Background: an optimization exercise with open tools, aiming at a short achievable clock period and few clock cycles per item. Do not read the settings as production practice.
For this run, only the layout was checked, not whether the RTL still works.

File: flow/run.sh
#!/bin/bash
# synth_recipe.tcl (not shown) runs the flow's synth.tcl, then flattens the netlist and writes it again
# the make line also repeats each setting of config.mk as NAME=value (left out here)
make -C /OpenROAD-flow-scripts/flow DESIGN_CONFIG=/design/flow/config.mk WORK_HOME=/design/flow/orfs CLKGATE_MAP_FILE= SYNTH_SCRIPT=/design/flow/synth_recipe.tcl finish
File: flow/config.mk
export PLATFORM = sky130hd
export DESIGN_NAME = snappy_deframer
export DESIGN_NICKNAME = snappy_deframer
export VERILOG_FILES = /design/flow/design.v
export SDC_FILE = /design/flow/constraint.sdc
export NUM_CORES = 4
export LEC_CHECK = 0
export CAP_MARGIN = 20
export CORE_MARGIN = 2
export CORE_UTILIZATION = 40
export SLEW_MARGIN = 20
File: flow/constraint.sdc
create_clock -name core_clock -period 15.0 [get_ports {clk}]
set_input_delay 3.0000 -clock core_clock [delete_from_list [all_inputs] [get_ports {clk}]]
set_output_delay 3.0000 -clock core_clock [all_outputs]
set_load 0.01 [all_outputs]
File: flow/design.v
module snappy_deframer (
    input  wire        clk,
    input  wire        rst,             
    input  wire        cfg_crc_check,   
    input  wire        in_valid,
    output wire        in_ready,
    input  wire [31:0] in_data,         
    input  wire [2:0]  in_cnt,          
    input  wire        in_last,         
    output reg         out_valid,
    input  wire        out_ready,
    output reg  [31:0] out_data,
    output reg  [2:0]  out_cnt,
    output reg         out_last,        
    output reg         out_cmp,         
    output reg  [31:0] out_stored,      
    output reg  [31:0] out_crc,         
    output reg         done,
    output reg         err,
    output reg  [3:0]  err_code,
    output reg  [31:0] err_pos,
    output reg  [8:0]  err_info
);
    localparam PH_HDR  = 3'd0;    
    localparam PH_SID  = 3'd1;    
    localparam PH_CSUM = 3'd2;    
    localparam PH_DATA = 3'd3;    
    localparam PH_SKIP = 3'd4;    
    localparam E_MALFORMED = 4'h1;
    localparam E_UNSUP     = 4'h2;
    localparam E_SHORT     = 4'h6;
    localparam E_TOOLARGE  = 4'h7;
    localparam E_TRUNC     = 4'h8;
    localparam E_CHECKSUM  = 4'h9;
    localparam [31:0] CRC_POLY = 32'h82F63B78;
    localparam [31:0] CRC_MASK = 32'ha282ead8;
    reg [31:0] wdata;
    reg [2:0]  wcnt;
    reg        wlast;
    reg [2:0]  ph;
    reg [2:0]  idx;           
    reg [7:0]  kind;
    reg [15:0] len_lo;        
    reg [23:0] rem;           
    reg [31:0] pos;           
    reg [31:0] frame_pos;     
    reg        ident_seen;
    reg        sid_bad;
    reg [31:0] stored;
    reg [31:0] crc;
    wire fin  = done | err;
    wire step = (wcnt != 3'd0) && !fin && (!out_valid || out_ready);
    wire [7:0] b = wdata[7:0];
    wire eos = (wcnt == 3'd1) && wlast;    
    assign in_ready = !fin && ((wcnt == 3'd0) || ((wcnt == 3'd1) && step));
    reg [31:0] crc_next;
    integer k;
    always @* begin
        crc_next = crc ^ {24'd0, b};
        for (k = 0; k < 8; k = k + 1)
            crc_next = crc_next[0] ? ((crc_next >> 1) ^ CRC_POLY) : (crc_next >> 1);
    end
    wire [31:0] crc_fin_data  = ~crc_next;
    wire [31:0] masked_data   = {crc_fin_data[14:0], crc_fin_data[31:15]} + CRC_MASK;
    wire [31:0] masked_empty  = CRC_MASK;    
    wire [23:0] hdr_len  = {b, len_lo};
    wire        k_sid    = (kind == 8'hff);
    wire        k_cmp    = (kind == 8'h00);
    wire        k_unc    = (kind == 8'h01);
    wire        k_unsup  = (kind >= 8'h02) && (kind <= 8'h7f);
    wire        k_data   = k_cmp | k_unc;
    reg [7:0] magic;
    always @* begin
        case (idx)
            3'd0: magic = 8'h73;   
            3'd1: magic = 8'h4e;   
            3'd2: magic = 8'h61;   
            3'd3: magic = 8'h50;   
            3'd4: magic = 8'h70;   
            default: magic = 8'h59;   
        endcase
    end
    wire [31:0] cur_frame_pos = (ph == PH_HDR && idx == 3'd0) ? pos : frame_pos;
    reg [2:0]  ph_n;
    reg [2:0]  idx_n;
    reg [23:0] rem_n;
    reg        ident_n;
    reg        sid_bad_n;
    reg        raise;
    reg [3:0]  raise_code;
    reg [8:0]  raise_info;
    reg        emit;
    reg        emit_last;
    reg        emit_empty;
    reg        crc_bad;
    always @* begin
        ph_n       = ph;
        idx_n      = idx;
        rem_n      = rem;
        ident_n    = ident_seen;
        sid_bad_n  = sid_bad;
        raise      = 1'b0;
        raise_code = 4'h0;
        raise_info = 9'h000;
        emit       = 1'b0;
        emit_last  = 1'b0;
        emit_empty = 1'b0;
        crc_bad    = 1'b0;
        case (ph)
            PH_HDR: begin
                idx_n = idx + 3'd1;
                if (idx == 3'd3) begin
                    idx_n = 3'd0;
                    if (!ident_seen && !k_sid) begin
                        raise = 1'b1; raise_code = E_MALFORMED; raise_info = {1'b1, kind};
                    end else if (k_sid && hdr_len != 24'd6) begin
                        raise = 1'b1; raise_code = E_MALFORMED; raise_info = 9'h1ff;
                    end else if (k_unsup) begin
                        raise = 1'b1; raise_code = E_UNSUP; raise_info = {1'b1, kind};
                    end else if (k_data && hdr_len < 24'd4) begin
                        raise = 1'b1; raise_code = E_SHORT; raise_info = {1'b1, kind};
                    end else if (hdr_len > 24'd65532) begin
                        raise = 1'b1; raise_code = E_TOOLARGE; raise_info = {1'b1, kind};
                    end else if (k_sid) begin
                        ph_n = PH_SID; sid_bad_n = 1'b0;
                    end else if (k_data) begin
                        ph_n = PH_CSUM; rem_n = hdr_len - 24'd4;
                    end else if (hdr_len != 24'd0) begin
                        ph_n = PH_SKIP; rem_n = hdr_len;
                    end
                end
            end
            PH_SID: begin
                idx_n = idx + 3'd1;
                if (b != magic) sid_bad_n = 1'b1;
                if (idx == 3'd5) begin
                    idx_n = 3'd0;
                    ph_n  = PH_HDR;
                    if (sid_bad || b != magic) begin
                        raise = 1'b1; raise_code = E_MALFORMED; raise_info = 9'h1ff;
                    end else begin
                        ident_n = 1'b1;
                    end
                end
            end
            PH_CSUM: begin
                idx_n = idx + 3'd1;
                if (idx == 3'd3) begin
                    idx_n = 3'd0;
                    if (rem == 24'd0) begin
                        ph_n       = PH_HDR;
                        emit       = 1'b1;
                        emit_last  = 1'b1;
                        emit_empty = 1'b1;
                        crc_bad    = k_unc && cfg_crc_check && ({b, stored[31:8]} != masked_empty);
                    end else begin
                        ph_n = PH_DATA;
                    end
                end
            end
            PH_DATA: begin
                emit  = 1'b1;
                rem_n = rem - 24'd1;
                if (rem == 24'd1) begin
                    ph_n      = PH_HDR;
                    emit_last = 1'b1;
                    crc_bad   = k_unc && cfg_crc_check && (stored != masked_data);
                end
            end
            default: begin   
                rem_n = rem - 24'd1;
                if (rem == 24'd1) ph_n = PH_HDR;
            end
        endcase
        if (crc_bad) begin
            raise = 1'b1; raise_code = E_CHECKSUM; raise_info = {1'b1, kind};
        end
        if (!raise && eos && !(ph_n == PH_HDR && idx_n == 3'd0)) begin
            raise      = 1'b1;
            raise_code = E_TRUNC;
            raise_info = (ph == PH_HDR && idx != 3'd3) ? 9'h000 : {1'b1, kind};
        end
    end
    always @(posedge clk) begin
        if (rst) begin
            wcnt       <= 3'd0;
            wlast      <= 1'b0;
            ph         <= PH_HDR;
            idx        <= 3'd0;
            pos        <= 32'd0;
            ident_seen <= 1'b0;
            out_valid  <= 1'b0;
            done       <= 1'b0;
            err        <= 1'b0;
        end else begin
            if (out_valid && out_ready)
                out_valid <= 1'b0;
            if (in_valid && in_ready) begin
                wdata <= in_data;
                wcnt  <= in_cnt;
                wlast <= in_last;
            end else if (step) begin
                wdata <= {8'd0, wdata[31:8]};
                wcnt  <= wcnt - 3'd1;
            end
            if (step) begin
                ph         <= ph_n;
                idx        <= idx_n;
                rem        <= rem_n;
                ident_seen <= ident_n;
                sid_bad    <= sid_bad_n;
                pos        <= pos + 32'd1;
                if (ph == PH_HDR) begin
                    case (idx)
                        3'd0: begin kind <= b; frame_pos <= pos; end
                        3'd1: len_lo[7:0]  <= b;
                        3'd2: len_lo[15:8] <= b;
                        default: ;
                    endcase
                end
                if (ph == PH_CSUM) begin
                    stored <= {b, stored[31:8]};
                    crc    <= 32'hffffffff;
                end
                if (ph == PH_DATA)
                    crc <= crc_next;
                if (emit) begin
                    out_valid  <= 1'b1;
                    out_data   <= {24'd0, b};
                    out_cnt    <= emit_empty ? 3'd0 : 3'd1;
                    out_last   <= emit_last;
                    out_cmp    <= k_cmp;
                    out_stored <= (ph == PH_CSUM) ? {b, stored[31:8]} : stored;
                    out_crc    <= emit_empty ? masked_empty : masked_data;
                end
                if (raise) begin
                    err      <= 1'b1;
                    err_code <= raise_code;
                    err_pos  <= cur_frame_pos;
                    err_info <= raise_info;
                end else if (eos) begin
                    done <= 1'b1;
                end
            end
        end
    end
endmodule
==> metrics.md <==
| Metric | Value |
|---|---|
| Gr ovfl total | 0 |
| Fin. max-slew vios | 0 |
| Status | timing/DRC/antenna clean |
| H-tree levels | 2 |
| Async SR Flop Fraction | 0% |
| CTS tree | done |
| CP dominant cell by count | clkdlybuf4s50_1 |
| Fin. Hold Viols | 0 |
| Top_reg_cell synth | edfxtp_1 |
| Ports | 191 |
| Synth Area in Adders | 1.13% |
| Total global-route track usage | 20.4% |
| Syn_area_per_cell | 11.5 sq um |
| TritonCTS Sinks | 343 |
| Dominant cells by area after synthesis | edfxtp_1 (47%), xnor2_1 (5.1%), dfxtp_1 (4.9%), nand2_1 (4.4%), xnor3_1 (4.1%) |
| Post-synthesis sequential element count | 343 |
| Worst Hold Class | reg -> reg |
| Final core occ | 48.3% |
| Via count | 13400 |
| Gate Count Post-Synth | 1647 |
| FILL cells | 4187 |
| Critical path endpoint category | output port |
| Cts-stage hold buffer count | 0 |
| GPL Wtd Cong | 0.911 |
| Core Box Area | 46600 sq um |
| Largest net degree at the start of global routing | 64 |
| Cts bufs inserted | 39 |
| Dominant cell type by area after synthesis | edfxtp_1 |
| Clock transition at the registers of the reported paths | 0.06 ns |
| IO Port Bufs | 164 |
| Final net count | 1878 |
| Minimum clock period | 7.55 ns |
| Hpwl dp | 35900 microns |
| Syn-to-layout area delta | 19.2% |
| Post-DRT Antenna Nets | 0 |
| Distinct cells, synth | 85 |
| Clock tree buffer depth | 3 |
| Clk latency of the worst-skew pair | 0.57 ns |
| CP max stage delay | 0.55 ns |
| XOR/XNOR Fraction of Synth Area | 14.9% |
| Critical Path Fanout Max | 11 |
| FP Rows | 79 |
| Synth top cells by count | edfxtp_1 (297), nand2_1 (220), nor2_1 (142), xnor2_1 (110), xor2_1 (67) |
| First-pass GRT wire length | 77900 microns |
| Ant. Diodes | 0 |
| Register area | 9840 sq um |
| Area of the multi-input gates | 8610 sq um |
| Dpl cells | 2386 |
| Fmax | 132 MHz |
| Initial core utilization | 40.5% |
| Setup bufs post-CTS | 0 |
| Initial antenna violation count | 1 |
| Synth Area in Compound Gates | 7.87% |
| Simple-gate share of the synthesized area | 16.5% |
| Share of cells above drive strength 1 | 11.5% |
| Final setup viols | 0 |
| Routed wire length | 50900 microns |
| Slew @ Worst Pin | 1.04 ns |
| Buf+Inv Stages, Crit Path | 3 |
| DR pass1 iterations | 5 |
| Drt drc | 0 |
| Multiplexer share of the synthesized area | 4.35% |
| Die area | 48900 sq um |
| Drt wl/cell | 20.7 microns |
| Vias in the first global route | 13200 |
| Die Y | 221 microns |
| CP Data Required Time | 12.00 ns |
| Cell area after synthesis | 18900 sq um |
| Post-Route Skew | 0.0242 ns |
| Initial DRC Count | 1034 |
| Tcrit/Tclk final | 50.3% |
| Count of flip-flops with a built-in enable after synthesis | 297 |
| Most numerous cell in the Yosys netlist | edfxtp_1 |
| Post-Layout Cell Count | 2457 |
| Synth top area share | 47.3% |
| Setup crit start kind | input pin |
| Synth Warn # | 1 |
| Setup_tns | 0 ns |
| Relative slew margins | 29.9% |
| Critical Path AT | 4.55 ns |
| Kind of critical path | in -> out |
| Maxcap violations | 0 |
| Seq/Total Area, Yosys | 52.1% |
| Cell at the slowest stage of the critical path | clkdlybuf4s50_1 |
| RSZ-0062 raised after global routing | no |
| Largest family of logic cells by synthesized area | simple AND/OR/NAND/NOR gates |
| Root buffer selected by CTS | clkbuf_16 |
| DR vias/cell | 5.46 |
| Cell family with most CP delay | buffers and inverters |
| Post_cts resized | 0 |
| Die W | 221 microns |
| Crit-path cells | clkdlybuf4s50_1 -> nand2b_1 -> a21oi_1 -> nor3_1 -> buf_4 -> clkdlybuf4s50_1 |
area by class of cell:
type / instances / share of cell area [%]
clock buffer: 53 / 4.71
tap: 607 / 3.38
clock inverter: 18 / 0.957
inverter: 26 / 0.434
timing repair buffer: 200 / 8.48
multi-input combinational: 1210 / 38.3
sequential: 343 / 43.8
stage by stage:
stage	instance area, sq um	hold slack [ns]	worst slack (ns)
3_5_place_dp	21200	0.482	7.44
2_1_floorplan	19000	0.444	6.51
5_1_grt	22500	0.515	7.31
3_3_place_gp	21200	0.462	7.44
4_1_cts	22500	0.492	7.44
6_report	22500	0.495	7.45
registers in the layout (all words and copies together) (netlist names), 8 cells and up:
register    count
wdata          32
out_data        8
out_stored     32
rem            24
kind            8
stored         32
crc            32
pos            32
out_crc        32
len_lo         16
err_info        9
frame_pos      32
err_pos        32
cells in the final DEF, fill, tap and decap left out, types with 12 or more instances in the layout:
cell,n
a211oi_1,12
a21oi_1,54
and2_1,17
and3_1,29
buf_4,36
clkbuf_16,39
clkdlybuf4s50_1,163
conb_1,26
dfxtp_1,46
edfxtp_1,297
ha_1,17
inv_1,26
mux2_2,64
nand2_1,220
nand2b_1,16
nand3_1,52
nand4_1,30
nor2_1,139
nor3_1,32
nor4_1,25
o21ai_0,52
or3_1,14
xnor2_1,109
xnor3_1,34
xor2_1,67
logic make-up after synthesis:
logic type	Yosys count
fa+ha+maj	17
compound gates	217
other cells	1
simple gates	643
buf+inv	119
xor+xnor	233
flops	343
mux	74
layer usage:
metal  GRT usage [%]  up-vias  part of all wire, %
met5               0        -                    0
met4            8.23        0                  3.5
met3            4.06       88                  7.1
met2            33.4      456                   47
met1            26.4     6550                   42
li1                -     6324                    -
final timing paths:
kind                            slack, ns  depth (start not counted)       from            end
worst min register to register       0.50                          0    pos[31]  frame_pos[31]
worst min-delay path                 0.50                          0    pos[31]  frame_pos[31]
worst max-delay path                 7.45                          6  out_ready       in_ready
worst max register to register       8.65                         17   wdata[2]    err_pos[27]
worst reg2reg max path: stages, from the launching register on:
cell       delay, ns
edfxtp_1        0.35
buf_4           0.23
xnor2_4         0.64
xnor3_1         0.54
xnor3_1         0.44
xnor2_1         0.22
ha_1            0.52
inv_1           0.17
a2111oi_0       0.55
a211oi_2        0.21
o2111ai_4       0.38
and4_2          0.28
nor4_1          0.06
a211oi_1        0.26
nand4_1         0.36
nor3_1          0.42
nor2_4          0.06
buf_4           0.32

[afterwards: timing with drivers on the ports]
How much do the figures lean on ideal ports? The routed layout below was timed once more, with nothing changed but the port constraints.
Step 1 sets driving cells, clkbuf_16 on the clock port and buf_2 on the other inputs (assumed; they add their load-dependent delay and slew).
Step 2 times the ports against the registers' clock, not the clock port: input delays grow and output delays shrink by t, the midpoint of the rising clock arrivals with the driver on.
Slacks: ideal ports / drivers / drivers and shift; pairs: ideal ports / drivers.
t (ns): 0.611
slack for setup (ns): 7.449 / 7.427 / 7.427
worst slew at a driven data input, ns: 0.05
cell pins on the clock port's net: 1
After both steps setup and hold are still met in this run. For this run, drivers alone change the setup slack by -0.022 ns; drivers and shift together by -0.022 ns.
